What follows belongs to an exercise in optimizing a design on an open flow for small area; a production flow would make more cautious choices.
The RTL was checked by simulation tests, not by an equivalence proof against the original design.

==> flow/design.v (excerpt) <==
module oregon_core (
    input  wire        clk,
    input  wire        rst,
    input  wire        pulse_valid,
    input  wire [23:0] pulse_d,
    input  wire        cmd_valid,
    input  wire [31:0] cmd,
    output reg         rsp_valid,
    output wire [3:0]  rsp_status,
    output reg  [31:0] rsp_data
);
    localparam [23:0] T_MIN   = 24'd50;
    localparam [23:0] T_SPLIT = 24'd750;
    localparam [23:0] T_MAX   = 24'd1400;
    localparam        REG_CAP = 10;
    localparam [2:0] ST_OK = 3'd0, ST_EMPTY = 3'd1, ST_FULL = 3'd2,
                     ST_BUSY = 3'd3, ST_ILLEGAL = 3'd4, ST_BADARG = 3'd5;
    localparam [1:0] P_SYNC = 2'd0, P_IDENT = 2'd1, P_BODY = 2'd2, P_COMPLETE = 2'd3;
    integer i, k;
    reg  [19:0] sl_meta;               
    reg  [7:0]  inc;                   
    reg  [3:0]  ctrl;                  
    reg  [23:0] pq_buf [0:31];
    reg  [4:0]  pq_wr, pq_rd;
    reg         pq_full;
    reg  [1:0]  bq_buf [0:31];
    reg  [4:0]  bq_wr, bq_rd;
    reg         bq_full;
    reg         dec_cur, dec_hc, dec_first;
    reg  [1:0]  par_state;
    reg  [3:0]  par_nib;
    reg  [1:0]  par_sub;
    reg  [5:0]  par_idx;
    reg         par_bitpar;
    reg         par_matchv;
    reg  [3:0]  par_match;
    reg  [7:0]  par_mlen;
    reg  [7:0]  par_acc;               
    reg  [3:0]  msg [0:31];
    reg         res_done, res_cksok;
    reg  [7:0]  res_calc, res_recv;
    reg  [3:0]  res_slot;
    reg  [7:0]  res_len;
    reg  [31:0] reg_id  [0:REG_CAP-1];
    reg  [7:0]  reg_ch  [0:REG_CAP-1];
    reg  [7:0]  reg_len [0:REG_CAP-1];
    reg  [3:0]  reg_nf  [0:REG_CAP-1];
    reg  [127:0] reg_fld [0:REG_CAP-1];
    reg  [3:0]  reg_count;
    reg  [31:0] id_stage;
    reg  [127:0] fstage;
    reg         pq_ovf, bq_ovf;
    reg  [15:0] cnt [0:7];
    reg  [2:0]  rsp_st;
    assign rsp_status = {1'b0, rsp_st};
    wire [7:0] op = cmd[31:24];
    reg  [23:0] arg_mask;
    always @* begin
        case (op)
            8'h05:               arg_mask = 24'hFFFFFE;
            8'h06:               arg_mask = 24'hFFFFFC;
            8'h07:               arg_mask = 24'hFFFFF0;
            8'h08, 8'h09, 8'h10: arg_mask = 24'hFFFF00;
            8'h0A, 8'h0B:        arg_mask = 24'hFF0000;
            8'h0C:               arg_mask = 24'hF00000;
  ...
For scale: roughly 3200 flip-flops, ~0.13 mm2 of cells after synthesis.
==> flow/config.mk <==
export PLATFORM = sky130hd
export DESIGN_NAME = oregon_core
export DESIGN_NICKNAME = oregon_core
export VERILOG_FILES = /design/flow/design.v
export SDC_FILE = /design/flow/constraint.sdc
export NUM_CORES = 4
export LEC_CHECK = 0
export CAP_MARGIN = 20
export CORE_MARGIN = 2
export CORE_UTILIZATION = 45
export CTS_BUF_LIST = sky130_fd_sc_hd__clkbuf_16
export CTS_CLUSTER_DIAMETER = 100
export CTS_CLUSTER_SIZE = 25
export PLACE_DENSITY = 0.6
export SLEW_MARGIN = 20
==> flow/constraint.sdc <==
create_clock -name core_clock -period 15.0 [get_ports {clk}]
set_input_delay 3.0000 -clock core_clock [delete_from_list [all_inputs] [get_ports {clk}]]
set_output_delay 3.0000 -clock core_clock [all_outputs]
set_load 0.01 [all_outputs]
run.sh (not shown) runs the stock make flow with config.mk's settings and CLKGATE_MAP_FILE= SYNTH_SCRIPT=/design/flow/synth_recipe.tcl, a recipe that flattens the netlist after the stock synthesis.
The baseline completed with no timing, DRC or antenna violations.
==> next run, changes <==
==> flow/flow/run.sh (new file) <==
#!/bin/bash
# Own layout flow: the standard flow (standard.sh) with two changes,
#  * synthesis maps the logic with an area-oriented ABC script (flow/abc_area.script)
#    instead of ORFS's delay-oriented one; everything else in the synthesis, including
#    the flip-flop mapping and naming, is synth_recipe.tcl unchanged;
#  * clock tree synthesis clusters up to 25 sinks per clkbuf_16 leaf buffer;
#  * ports are buffered with buf_1 cells.
# Each tool's output goes to the ORFS logs under orfs/logs; make's output to flow_make.log.
set -euo pipefail
W=$(pwd)
F=$W/flow

# ORFS's synth.tcl with only the ABC script replaced
sed 's#^\(  *\)log_cmd abc {\*}\$abc_args#\1set abc_args [lreplace $abc_args 1 1 '"$F"'/abc_area.script]\n\1log_cmd abc {*}$abc_args#' \
    "$FLOW_HOME/scripts/synth.tcl" > "$W/synth_area.tcl"
grep -q "abc_area.script" "$W/synth_area.tcl"
# The standard flow's synthesis script, sourcing that copy
sed 's#source \$::env(SCRIPTS_DIR)/synth.tcl#source '"$W"'/synth_area.tcl#' "$W/synth_recipe.tcl" > "$W/synth_own.tcl"
grep -q "synth_area.tcl" "$W/synth_own.tcl"

# standard.sh with the synthesis script swapped
sed 's#SYNTH_SCRIPT=[^ ]*#SYNTH_SCRIPT='"$W"'/synth_own.tcl#' "$W/standard.sh" > "$W/own.sh"
grep -q "synth_own.tcl" "$W/own.sh"

CTS="-sink_clustering_enable -repair_clock_nets -sink_clustering_size 25 -sink_clustering_max_diameter 100 -buf_list sky130_fd_sc_hd__clkbuf_16"
bash "$W/own.sh" "CTS_ARGS=$CTS" "BUFFER_PORTS_ARGS=-buffer_cell sky130_fd_sc_hd__buf_1" finish > "$W/flow_make.log" 2>&1
test -s "$W/out/final.def"
==> flow/flow/abc_area.script (new file) <==
&get -n
&st
&dch
&nf -R 1000 -p -C 32 -F 8 -A 8
&put
==> flow/standard.sh (new file) <==
#!/bin/bash
# synth_recipe.tcl (not shown) runs the flow's synth.tcl, then flattens the netlist and writes it again
# the make line also repeats each setting of config.mk as NAME=value (left out here)
make -C /OpenROAD-flow-scripts/flow DESIGN_CONFIG=/design/flow/config.mk WORK_HOME=/design/flow/orfs CLKGATE_MAP_FILE= SYNTH_SCRIPT=/design/flow/synth_recipe.tcl "${@:-finish}"
Settings changed: CTS_BUF_LIST sky130_fd_sc_hd__clkbuf_16 to not set, CTS_CLUSTER_DIAMETER 100 to not set, CTS_CLUSTER_SIZE 25 to not set.
removed: flow/run.sh
Outcome: The changed run ran to the end with no violations; global-route usage is lower by 4.3 points; worst hold slack got worse by 0.0059 ns; setup slack improved by 0.66 ns; fmax is higher by 5.7%; utilization is higher by 0.41 points; cell area is lower by 6.3%; via count is lower by 12%.
==> next run, changes <==
--- a/flow/flow/run.sh
+++ b/flow/flow/run.sh
@@ -1,8 +1,8 @@
 #!/bin/bash
-# Own layout flow: the standard flow (standard.sh) with two changes,
+# Own layout flow: the standard flow (standard.sh) with these changes:
 #  * synthesis maps the logic with an area-oriented ABC script (flow/abc_area.script)
 #    instead of ORFS's delay-oriented one; everything else in the synthesis, including
 #    the flip-flop mapping and naming, is synth_recipe.tcl unchanged;
-#  * clock tree synthesis clusters up to 25 sinks per clkbuf_16 leaf buffer;
+#  * clock tree synthesis clusters up to 25 sinks per clkbuf_16 leaf buffer, without dummy loads;
 #  * ports are buffered with buf_1 cells.
 # Each tool's output goes to the ORFS logs under orfs/logs; make's output to flow_make.log.
@@ -23,5 +23,5 @@
 grep -q "synth_own.tcl" "$W/own.sh"
 
-CTS="-sink_clustering_enable -repair_clock_nets -sink_clustering_size 25 -sink_clustering_max_diameter 100 -buf_list sky130_fd_sc_hd__clkbuf_16"
+CTS="-sink_clustering_enable -repair_clock_nets -sink_clustering_size 25 -sink_clustering_max_diameter 100 -buf_list sky130_fd_sc_hd__clkbuf_16 -dont_use_dummy_load"
 bash "$W/own.sh" "CTS_ARGS=$CTS" "BUFFER_PORTS_ARGS=-buffer_cell sky130_fd_sc_hd__buf_1" finish > "$W/flow_make.log" 2>&1
 test -s "$W/out/final.def"
Settings changed: CORE_UTILIZATION 45 to 50, PLACE_DENSITY 0.6 to 0.68.
=> The changed run finished clean; first-iteration DRC count drops by about 0.3%; register-to-register slack degrades by 0.34 ns; setup slack improves by 0.27 ns; fmax climbs by 2.4%; clock-buffer cell count drops by 1; global-route usage climbs by 2.9 points; sequential share of layout area climbs by 0.52 points.

[static timing again, ports no longer ideal]
Ports are ideal in the flow. The routed layouts listed here were re-timed in OpenROAD.
Step 1 assumes that a clkbuf_16 drives the clock port and a buf_2 every other input.
Step 2, shift: input delay + t, output delay - t, t = (earliest + latest rising clock arrival at the registers) / 2. This alone moves slack from input paths to output paths.
a / b / c = ideal / step 1 / step 2; a / b = the first two.
run | t, ns | setup slack, ns | hold slack, ns | worst data-port slew with drivers (ns) | cell pins on the clock port's net
the first run | 0.992 | 2.758 / 2.836 / 1.844 | 0.478 / 0.478 / 0.478 | 0.13 | 1
the second run | 0.954 | 3.421 / 3.495 / 2.541 | 0.472 / 0.472 / 0.472 | 0.22 | 1
the third run | 0.911 | 3.695 / 3.769 / 2.857 | 0.479 / 0.479 / 0.479 | 0.19 | 1
After both steps setup and hold are still met in every run listed. The setup slack of the first run, which loses most, moves by +0.078 ns with the drivers and by -0.914 ns with both steps.
